This is an optimization exercise on Yosys and OpenROAD, whose aim is small area, not a production implementation. The RTL was checked by simulation tests, not by an equivalence proof against the original design. Power and IR drop assume default switching activity.

[design/flow/config.mk]
export PLATFORM = sky130hd
export DESIGN_NAME = mhi_ac_codec
export DESIGN_NICKNAME = mhi_ac_codec
export VERILOG_FILES = /design/flow/design.v
export SDC_FILE = /design/flow/constraint.sdc
export NUM_CORES = 4
export LEC_CHECK = 0
export CAP_MARGIN = 20
export CORE_MARGIN = 2
export CORE_UTILIZATION = 40
export SLEW_MARGIN = 20
[design/flow/design.v]
module mhi_ac_codec #(
    parameter        P_CK_ORDER_LE = 0,            
    parameter [23:0] P_DL_HEADER   = 24'h000000    
) (
    input  wire        clk,
    input  wire        rst,
    input  wire        cmd_valid,
    input  wire [63:0] cmd,
    output reg         rsp_valid,
    output reg         rsp_ok,
    output reg  [3:0]  rsp_err,
    output reg  [63:0] rsp_data
);
    localparam [7:0] OP_NOP             = 8'h00;
    localparam [7:0] OP_CREATE          = 8'h01;
    localparam [7:0] OP_DESTROY         = 8'h02;
    localparam [7:0] OP_SET_POWER       = 8'h10;
    localparam [7:0] OP_SET_MODE        = 8'h11;
    localparam [7:0] OP_SET_SETPOINT    = 8'h12;
    localparam [7:0] OP_SET_ROOMTEMP    = 8'h13;
    localparam [7:0] OP_SET_FAN         = 8'h14;
    localparam [7:0] OP_SET_VVANE       = 8'h15;
    localparam [7:0] OP_SET_VVANE_SWING = 8'h16;
    localparam [7:0] OP_SET_HVANE       = 8'h17;
    localparam [7:0] OP_SET_HVANE_SWING = 8'h18;
    localparam [7:0] OP_SET_PARAMS      = 8'h19;
    localparam [7:0] OP_UL_WRITE        = 8'h20;
    localparam [7:0] OP_UL_COMMIT       = 8'h21;
    localparam [7:0] OP_DL_SNAPSHOT     = 8'h22;
    localparam [7:0] OP_DL_READ         = 8'h23;
    localparam [7:0] OP_GET_PARAMS      = 8'h30;
    localparam [7:0] OP_GET_DL_CHECKSUM = 8'h31;
    localparam [7:0] OP_GET_UL_CHECKSUM = 8'h32;
    localparam [3:0] E_OK          = 4'd0;
    localparam [3:0] E_ILLEGAL_OP  = 4'd1;
    localparam [3:0] E_RESERVED    = 4'd2;
    localparam [3:0] E_NO_INSTANCE = 4'd3;
    localparam [3:0] E_BAD_ENUM    = 4'd4;
    localparam [3:0] E_RANGE       = 4'd5;
    localparam [3:0] E_INDEX       = 4'd6;
    localparam [3:0] E_EXISTS      = 4'd7;
    reg              inst;
    reg              ulv;
    reg [17:0][7:0]  dl;
    reg [19:0][7:0]  ul;
    reg [19:0][7:0]  uls;
    reg [19:0][7:0]  tx;
    wire [7:0]         op  = cmd[7:0];
    wire [7:0]         sel = cmd[15:8];
    wire signed [15:0] num = cmd[31:16];
    wire [7:0]         val = cmd[23:16];
    wire [5:0]         pres    = cmd[37:32];
    wire [3:0]         power_v = cmd[43:40];
    wire [3:0]         mode_v  = cmd[47:44];
    wire [3:0]         fan_v   = cmd[51:48];
    wire [3:0]         vvane_v = cmd[55:52];
    wire [3:0]         hvane_v = cmd[59:56];
    reg        legal;
    reg [63:0] rz;
    always @(*) begin
        legal = 1'b1;
        rz    = 64'h0;
        case (op)
            OP_NOP, OP_CREATE, OP_DESTROY,
            OP_SET_VVANE_SWING, OP_SET_HVANE_SWING,
            OP_UL_COMMIT, OP_DL_SNAPSHOT,
            OP_GET_PARAMS, OP_GET_DL_CHECKSUM, OP_GET_UL_CHECKSUM:
                rz = 64'hFFFFFFFFFFFFFF00;
            OP_SET_POWER, OP_SET_MODE, OP_SET_FAN,
            OP_SET_VVANE, OP_SET_HVANE, OP_DL_READ:
                rz = 64'hFFFFFFFFFFFF0000;
            OP_SET_SETPOINT, OP_SET_ROOMTEMP:
                rz = 64'hFFFFFFFF0000FF00;
            OP_SET_PARAMS:
                rz = 64'hF00000C00000FF00;
            OP_UL_WRITE:
                rz = 64'hFFFFFFFFFF000000;
            default:
                legal = 1'b0;
        endcase
    end
    reg [15:0] ck_dl, ck_ul, ck_uls;
    integer i;
    always @(*) begin
        ck_dl  = 16'd0;
        ck_ul  = 16'd0;
        ck_uls = 16'd0;
        for (i = 0; i < 18; i = i + 1) begin
            ck_dl  = ck_dl  + {8'd0, dl[i]};
            ck_ul  = ck_ul  + {8'd0, ul[i]};
            ck_uls = ck_uls + {8'd0, uls[i]};
        end
    end
    wire [15:0] tr_ul  = P_CK_ORDER_LE ? {ul[19], ul[18]}   : {ul[18], ul[19]};
    wire [15:0] tr_uls = P_CK_ORDER_LE ? {uls[19], uls[18]} : {uls[18], uls[19]};
    wire        ck_ok_ul  = (ck_ul == tr_ul);
    wire        ck_ok_uls = (ck_uls == tr_uls);
    wire signed [31:0] num32    = num;
    wire               sp_in    = (num32 >= 32'sd1000)  && (num32 <= 32'sd3100);
    wire               rt_in    = (num32 >= -32'sd1525) && (num32 <= 32'sd4825);
    wire signed [31:0] sp_quot  = (2 * num32 + 32'sd50) / 32'sd100;
    wire signed [31:0] rt_quot  = (2 * num32 + 32'sd3075) / 32'sd50;
    wire [7:0]         sp_byte  = {1'b1, sp_quot[6:0]};
    wire [7:0]         rt_byte  = rt_quot[7:0];
    wire [7:0] u0 = ul[3];
    wire [7:0] u1 = ul[4];
    wire [7:0] u2 = ul[5];
    wire [7:0] u3 = ul[6];
    wire [7:0] u6 = ul[9];
    wire [2:0] dec_mode  = (u0[4:2] <= 3'd4) ? u0[4:2] : 3'd0;
    wire [1:0] dec_fan   = u6[6] ? 2'd3 : ((u1[1:0] == 2'd3) ? 2'd1 : u1[1:0]);
    wire [2:0] dec_hvane = u0[6] ? 3'd4 : {1'b0, u1[5:4]};
    wire [7:0] dec_sp    = u2 & 8'hBF;
    wire [7:0] dec_rt    = {1'b0, u3[6:0]} - 8'd61;
    wire       dec_stale = ~u0[7] & ~u1[7];
    wire [63:0] status_word = {
        24'd0,        
        ulv,          
        1'b0,         
        1'b0,         
        1'b0,         
        1'b0,         
        1'b1,         
        ck_ok_ul,     
        dec_stale,    
        dec_rt,       
        dec_sp,       
        1'b0,         
        dec_hvane,    
        1'b0,         
        3'd0,         
        1'b0,         
        dec_fan,      
        dec_mode,     
        u0[0],        
        u0[0]         
    };
    reg              inst_n, ulv_n;
    reg [17:0][7:0]  dl_n;
    reg [19:0][7:0]  ul_n, uls_n, tx_n;
    reg              ok_n;
    reg [3:0]        err_n;
    reg [63:0]       data_n;
    reg [5:0]        okb;
    always @(*) begin
        inst_n = inst;
        ulv_n  = ulv;
        dl_n   = dl;
        ul_n   = ul;
        uls_n  = uls;
        tx_n   = tx;
        err_n  = E_OK;
        data_n = 64'd0;
        okb    = 6'd0;
        if (!legal) begin
            err_n = E_ILLEGAL_OP;
        end else if ((cmd & rz) != 64'd0) begin
            err_n = E_RESERVED;
        end else if (op != OP_NOP && op != OP_CREATE && !inst) begin
            err_n = E_NO_INSTANCE;
        end else begin
            case (op)
                OP_NOP: ;
                OP_CREATE: begin
                    if (inst) begin
                        err_n = E_EXISTS;
                    end else begin
                        inst_n = 1'b1;
                        ulv_n  = 1'b0;
                        dl_n   = '0;
                        dl_n[0] = P_DL_HEADER[23:16];
                        dl_n[1] = P_DL_HEADER[15:8];
                        dl_n[2] = P_DL_HEADER[7:0];
                        ul_n   = '0;
                        uls_n  = '0;
                        tx_n   = '0;
                    end
                end
                OP_DESTROY: begin
                    inst_n = 1'b0;
                    ulv_n  = 1'b0;
                    dl_n   = '0;
                    ul_n   = '0;
                    uls_n  = '0;
                    tx_n   = '0;
                end
                OP_SET_POWER: begin
                    if (sel > 8'd1) begin
                        err_n = E_BAD_ENUM;
                    end else begin
                        dl_n[3][0] = sel[0];
                        dl_n[3][1] = 1'b1;
                    end
                end
                OP_SET_MODE: begin
                    if (sel > 8'd4) begin
                        err_n = E_BAD_ENUM;
                    end else begin
                        dl_n[3][4:2] = sel[2:0];
                        dl_n[3][5]   = 1'b1;
                    end
                end
                OP_SET_SETPOINT: begin
                    if (!sp_in) err_n = E_RANGE;
                    else        dl_n[5] = sp_byte;
                end
                OP_SET_ROOMTEMP: begin
                    if (!rt_in) err_n = E_RANGE;
                    else        dl_n[6] = rt_byte;
                end
                OP_SET_FAN: begin
                    if (sel > 8'd3) begin
                        err_n = E_BAD_ENUM;
                    end else if (sel == 8'd3) begin
                        dl_n[9][4] = 1'b1;
                    end else begin
                        dl_n[4][1:0] = sel[1:0];
                        dl_n[4][3]   = 1'b1;
                    end
                end
                OP_SET_VVANE: begin
                    if (sel > 8'd6) err_n = E_BAD_ENUM;
                    else            dl_n[4][7] = 1'b1;
                end
                OP_SET_VVANE_SWING, OP_SET_HVANE_SWING: begin
                    dl_n[3][7:6] = 2'b11;
                end
                OP_SET_HVANE: begin
                    if (sel > 8'd3) begin
                        err_n = E_BAD_ENUM;
                    end else begin
                        dl_n[4][5:4] = sel[1:0];
                        dl_n[4][7]   = 1'b1;
                    end
                end
                OP_SET_PARAMS: begin
                    if (pres[0]) begin
                        if (power_v <= 4'd1) begin
                            dl_n[3][0] = power_v[0];
                            dl_n[3][1] = 1'b1;
                            okb[0] = 1'b1;
                        end else if (err_n == E_OK) begin
                            err_n = E_BAD_ENUM;
                        end
                    end
                    if (pres[1]) begin
                        if (mode_v <= 4'd4) begin
                            dl_n[3][4:2] = mode_v[2:0];
                            dl_n[3][5]   = 1'b1;
                            okb[1] = 1'b1;
                        end else if (err_n == E_OK) begin
                            err_n = E_BAD_ENUM;
                        end
                    end
                    if (pres[2]) begin
                        if (sp_in) begin
                            dl_n[5] = sp_byte;
                            okb[2] = 1'b1;
                        end else if (err_n == E_OK) begin
                            err_n = E_RANGE;
                        end
                    end
                    if (pres[3]) begin
                        if (fan_v <= 4'd3) begin
                            if (fan_v == 4'd3) begin
                                dl_n[9][4] = 1'b1;
                            end else begin
                                dl_n[4][1:0] = fan_v[1:0];
                                dl_n[4][3]   = 1'b1;
                            end
                            okb[3] = 1'b1;
                        end else if (err_n == E_OK) begin
                            err_n = E_BAD_ENUM;
                        end
                    end
                    if (pres[4]) begin
                        if (vvane_v <= 4'd7) begin
                            if (vvane_v == 4'd7) dl_n[3][7:6] = 2'b11;
                            else                 dl_n[4][7]   = 1'b1;
                            okb[4] = 1'b1;
                        end else if (err_n == E_OK) begin
                            err_n = E_BAD_ENUM;
                        end
                    end
                    if (pres[5]) begin
                        if (hvane_v <= 4'd4) begin
                            if (hvane_v == 4'd4) begin
                                dl_n[3][7:6] = 2'b11;
                            end else begin
                                dl_n[4][5:4] = hvane_v[1:0];
                                dl_n[4][7]   = 1'b1;
                            end
                            okb[5] = 1'b1;
                        end else if (err_n == E_OK) begin
                            err_n = E_BAD_ENUM;
                        end
                    end
                    data_n = {50'd0, pres, 2'b00, okb};
                end
                OP_UL_WRITE: begin
                    if (sel > 8'd19) err_n = E_INDEX;
                    else             uls_n[sel[4:0]] = val;
                end
                OP_UL_COMMIT: begin
                    ul_n   = uls;
                    ulv_n  = 1'b1;
                    data_n = {63'd0, ck_ok_uls};
                end
                OP_DL_SNAPSHOT: begin
                    for (i = 0; i < 18; i = i + 1)
                        tx_n[i] = dl[i];
                    if (P_CK_ORDER_LE) begin
                        tx_n[18] = ck_dl[7:0];
                        tx_n[19] = ck_dl[15:8];
                    end else begin
                        tx_n[18] = ck_dl[15:8];
                        tx_n[19] = ck_dl[7:0];
                    end
                    data_n = {48'd0, ck_dl};
                end
                OP_DL_READ: begin
                    if (sel > 8'd19) err_n = E_INDEX;
                    else             data_n = {56'd0, tx[sel[4:0]]};
                end
                OP_GET_PARAMS: begin
                    data_n = status_word;
                end
                OP_GET_DL_CHECKSUM: begin
                    data_n = {48'd0, ck_dl};
                end
                OP_GET_UL_CHECKSUM: begin
                    data_n = {31'd0, ck_ok_ul, tr_ul, ck_ul};
                end
                default: ;
            endcase
        end
        ok_n = (err_n == E_OK);
        if (!ok_n && !(op == OP_SET_PARAMS && legal && (cmd & rz) == 64'd0 && inst)) begin
            inst_n = inst;
            ulv_n  = ulv;
            dl_n   = dl;
            ul_n   = ul;
            uls_n  = uls;
            tx_n   = tx;
            data_n = 64'd0;
        end
    end
    always @(posedge clk) begin
        if (rst) begin
            inst      <= 1'b0;
            ulv       <= 1'b0;
            dl        <= '0;
            ul        <= '0;
            uls       <= '0;
            tx        <= '0;
            rsp_valid <= 1'b0;
            rsp_ok    <= 1'b0;
            rsp_err   <= 4'd0;
            rsp_data  <= 64'd0;
        end else if (cmd_valid) begin
            inst      <= inst_n;
            ulv       <= ulv_n;
            dl        <= dl_n;
            ul        <= ul_n;
            uls       <= uls_n;
            tx        <= tx_n;
            rsp_valid <= 1'b1;
            rsp_ok    <= ok_n;
            rsp_err   <= err_n;
            rsp_data  <= data_n;
        end else begin
            rsp_valid <= 1'b0;
        end
    end
endmodule
[design/flow/run.sh]
#!/bin/bash
# synth_recipe.tcl (not shown) runs the flow's synth.tcl, then flattens the netlist and writes it again
# the make line also repeats each setting of config.mk as NAME=value (left out here)
make -C /OpenROAD-flow-scripts/flow DESIGN_CONFIG=/design/flow/config.mk WORK_HOME=/design/flow/orfs CLKGATE_MAP_FILE= SYNTH_SCRIPT=/design/flow/synth_recipe.tcl finish
[design/flow/constraint.sdc]
create_clock -name core_clock -period 20.0 [get_ports {clk}]
set_input_delay 4.0000 -clock core_clock [delete_from_list [all_inputs] [get_ports {clk}]]
set_output_delay 4.0000 -clock core_clock [all_outputs]
set_load 0.01 [all_outputs]
==> flow_summary.json <==
{
  "worstSetupStartpointType": "input port",
  "report.final.setup_viol": 0,
  "die_x_um": 284.9,
  "grt_start_max_net_pins": 232,
  "critPathCaptureType": "flip-flop",
  "warnings_from_yosys": 1,
  "insertedDiodeCount": 0,
  "synth.yosys.seq_area_share_pct": 27.60,
  "post_synth_num_cell_types": 123,
  "drive_above_1_share_pct": 5.424,
  "ant_nets": 0,
  "report.final.slew_viol_count": 0,
  "floorplan.core_area_um2": 77720,
  "swShare_pct": 39.64,
  "critical_path_rt_ps": 20480,
  "place.detailed.instances": 4675,
  "run_status": "complete, no violations",
  "leakage_power_uw": 0.01218,
  "numClockSinks": 435,
  "path_max_fanout": 14,
  "switching_power_uw": 1296,
  "cts_repair_resize_count": 0,
  "clk_root_buffer_cell": "sky130_fd_sc_hd__clkbuf_16",
  "synth_enable_flop_cells": 0,
  "cts-root-to-sink-buffers": 3,
  "final_min_period_over_clock_period_pct": 72.69,
  "synth.top_cell.area_share_pct": 27.60,
  "internal_power_uw": 1974,
  "area_contributors_post_synth": "sky130_fd_sc_hd__dfxtp_1 (28%), sky130_fd_sc_hd__fa_1 (17%), sky130_fd_sc_hd__a22oi_1 (5.5%)",
  "cp_data_arrival_time_ps": 15020,
  "clock_skew_ps": 60.95,
  "drt-initial-drc-count": 2945,
  "critPathSlowestCell": "sky130_fd_sc_hd__a211oi_2",
  "synth_largest_area_cell": "sky130_fd_sc_hd__dfxtp_1",
  "number_of_storage_elements_in_the_synthesis_netlist": 435,
  "syn2layout_area_growth_pct": 10.63,
  "post_cts_buffers": 0,
  "tritoncts": "yes",
  "gr-usage-all-layers_pct": 24.51,
  "floorplan.die.height_um": 284.9,
  "final_period_minus_worst_setup_slack_ps": 14540,
  "synthesis.area_per_instance_um2": 8.507,
  "max_clock_freq_mhz": 68.79,
  "grt_first_pass_wirelength_mm": 157.8,
  "pwr-share-comb_pct": 44.3,
  "routed_wire_length_per_instance_um": 21.15,
  "initial_core_utilization_pct": 40.60,
  "grt_remaining_overflow": 0,
  "ys_dominant_reg_cell": "sky130_fd_sc_hd__dfxtp_1",
  "die_area_um2": 81150,
  "setup_repair_after_global_routing_missed_its_margin": "false",
  "route.detailed.drc": 0,
  "hold_buffers": 0,
  "synth_most_common_cell": "sky130_fd_sc_hd__dfxtp_1",
  "p_clk_share_pct": 29.2,
  "finalHoldViolCount": 0,
  "vias": 27706,
  "maxSlewHeadroom_pct": 15.89,
  "power-per-cell-area_nw_per_um2": 93.68,
  "nNetsFinal": 4097,
  "fillers": 7642,
  "ios": 137,
  "core.rowCount": 102,
  "drv.max_cap_violation_count": 0,
  "detailed_place_hpwl_mm": 75.69,
  "async_flop_share_pct": 0,
  "worst-setup-path-type": "input port to flip-flop",
  "synth.cells.most_frequent": "sky130_fd_sc_hd__dfxtp_1 (435), sky130_fd_sc_hd__nor2_1 (405), sky130_fd_sc_hd__nand2_1 (306)",
  "area.sequential_um2": 8708,
  "worstMarginPinSlew_ps": 1262,
  "cts.reportedPaths.clkPinSlew_ps": 60,
  "tns_ps": 0,
  "hp-class": "flip-flop to flip-flop",
  "synthesis.instances": 3709,
  "clock_insertion_delay_worst_skew_ps": 640,
  "quantity_of_i_o_buffers_inserted_on_ports": 106,
  "routed_via_density": 5.816,
  "cts_buffers": 50,
  "grt_pass1_vias": 26097,
  "grt_antenna_before_repair": 0,
  "routed_wirelength_mm": 100.8,
  "vdd.ir_drop.worst_uv": 109.8,
  "finalWeightedCongestion": 0.9238,
  "cp_slowest_stage_delay_ps": 900,
  "htree_levels": 2,
  "post_syn_area_um2": 31550,
  "layoutNonFillerInstCount": 4764,
  "drt-pass1-iter-count": 6,
  "sequentialPowerShare_pct": 26.5,
  "multiInputGateArea_um2": 20850
}
==> per-stage QoR <==
step	utilization, %	instance area, um^2	total power [uW]	setup WS, ps	hold slack (ps)
2_1_floorplan	-	31660	2055	7637	436.0
3_3_place_gp	42.72	33200	2298	5038	437.3
3_5_place_dp	42.72	33200	2294	4855	442.1
4_1_cts	44.90	34890	3253	5439	455.7
5_1_grt	44.91	34910	3473	4483	473.9
6_report	44.91	34910	3270	5463	450.8
==> worst paths after layout <==
path | startpoint | end | slack (ps) | depth (start not counted)
min | rsp_data[7] | rsp_data[7] | 450 | 2
max reg2reg | ul[27] | rsp_data[32] | 12870 | 20
max | cmd[16] | dl[46] | 5460 | 35
min reg2reg | rsp_data[7] | rsp_data[7] | 450 | 2
==> worst max-delay path, delay by kind of cell <==
family / cells / cell delay, ps
buffers and inverters: 1 / 750
AO/OA/AOI/OAI: 21 / 6790
AND/OR/NAND/NOR: 9 / 2260
multiplexers: 2 / 490
adder cells (fa/ha/maj): 2 / 700
==> kinds of logic (layout without fill, tap and decap cells) <==
group / Yosys count / in the layout / share of synthesized area, %
fa+ha+maj: 349 / 349 / 20.05
compound gates: 1036 / 1036 / 22.84
simple gates: 1186 / 1186 / 17.14
xor+xnor: 134 / 134 / 3.787
mux: 49 / 49 / 1.662
other cells: 1 / 30 / 0.01188
buf+inv: 519 / 505 / 6.904
flops: 435 / 435 / 27.60
==> cells in the final DEF, fill, tap and decap left out, types with 32 or more instances in the layout <==
| master | count |
|---|---|
| sky130_fd_sc_hd__o21ai_0 | 96 |
| sky130_fd_sc_hd__ha_1 | 80 |
| sky130_fd_sc_hd__clkdlybuf4s50_1 | 105 |
| sky130_fd_sc_hd__dfxtp_1 | 435 |
| sky130_fd_sc_hd__fa_1 | 263 |
| sky130_fd_sc_hd__o211ai_1 | 36 |
| sky130_fd_sc_hd__xor2_1 | 45 |
| sky130_fd_sc_hd__o21ai_1 | 32 |
| sky130_fd_sc_hd__xnor2_1 | 87 |
| sky130_fd_sc_hd__clkbuf_16 | 51 |
| sky130_fd_sc_hd__nor2_1 | 403 |
| sky130_fd_sc_hd__nor3_1 | 51 |
| sky130_fd_sc_hd__mux2i_1 | 37 |
| sky130_fd_sc_hd__and2_1 | 32 |
| sky130_fd_sc_hd__nand3_1 | 220 |
| sky130_fd_sc_hd__a22oi_1 | 230 |
| sky130_fd_sc_hd__inv_1 | 279 |
| sky130_fd_sc_hd__nand2_1 | 306 |
| sky130_fd_sc_hd__a21oi_1 | 289 |
==> power by group through the flow <==
stage | logic (uW) | registers (uW) | clock network [uW]
CTS | 1420 | 867 | 970
detailed placement | 1410 | 886 | 0
global route | 1600 | 866 | 1000
floorplan | 1170 | 886 | 0
global placement | 1410 | 886 | 0
finish | 1450 | 867 | 956
==> cell type report <==
class | instances | area share [%]
multi-input combinational | 2784 | 59.73
sequential | 435 | 24.95
clock buffer | 75 | 4.230
tap | 1040 | 3.728
timing repair buffer | 135 | 3.724
inverter | 281 | 3.022
clock inverter | 14 | 0.6165
==> routing by layer <==
metal | routed length, um | vias to the layer above | global-route usage (%)
met5 | 0 | - | 0
met3 | 6778 | 120 | 3.664
met1 | 48650 | 13650 | 37.45
li1 | - | 12997 | -
met4 | 1613 | 0 | 4.421
met2 | 43730 | 939 | 36.67
==> sequential cells by signal, summed over array words and instances, names as in the netlist <==
name and flops:
inst 1, rsp_valid 1, rsp_err 3, uls 160, ul 160, ulv 1, tx 42, rsp_data 35
rsp_ok 1, dl 31

[what the ideal ports hide]
How much do the figures lean on ideal ports? The routed layout below was timed once more, with nothing changed but the port constraints.
Step 1: set_driving_cell puts a clkbuf_16 on clk and a buf_2 on each other input, an assumption about the parent block.
Step 2 times the ports against the registers' clock, not the clock port: input delays grow and output delays shrink by t, the midpoint of the rising clock arrivals with the driver on.
a / b / c = no drivers / after step 1 / after step 2; a / b = the first two.
t, ns: 0.671
setup WS [ns]: 5.463 / 5.503 / 4.832
worst slew at a driven data input, ns: 0.08
After both steps this run still meets setup and hold. For this run, drivers alone change the setup slack by +0.040 ns; drivers and shift together by -0.631 ns.
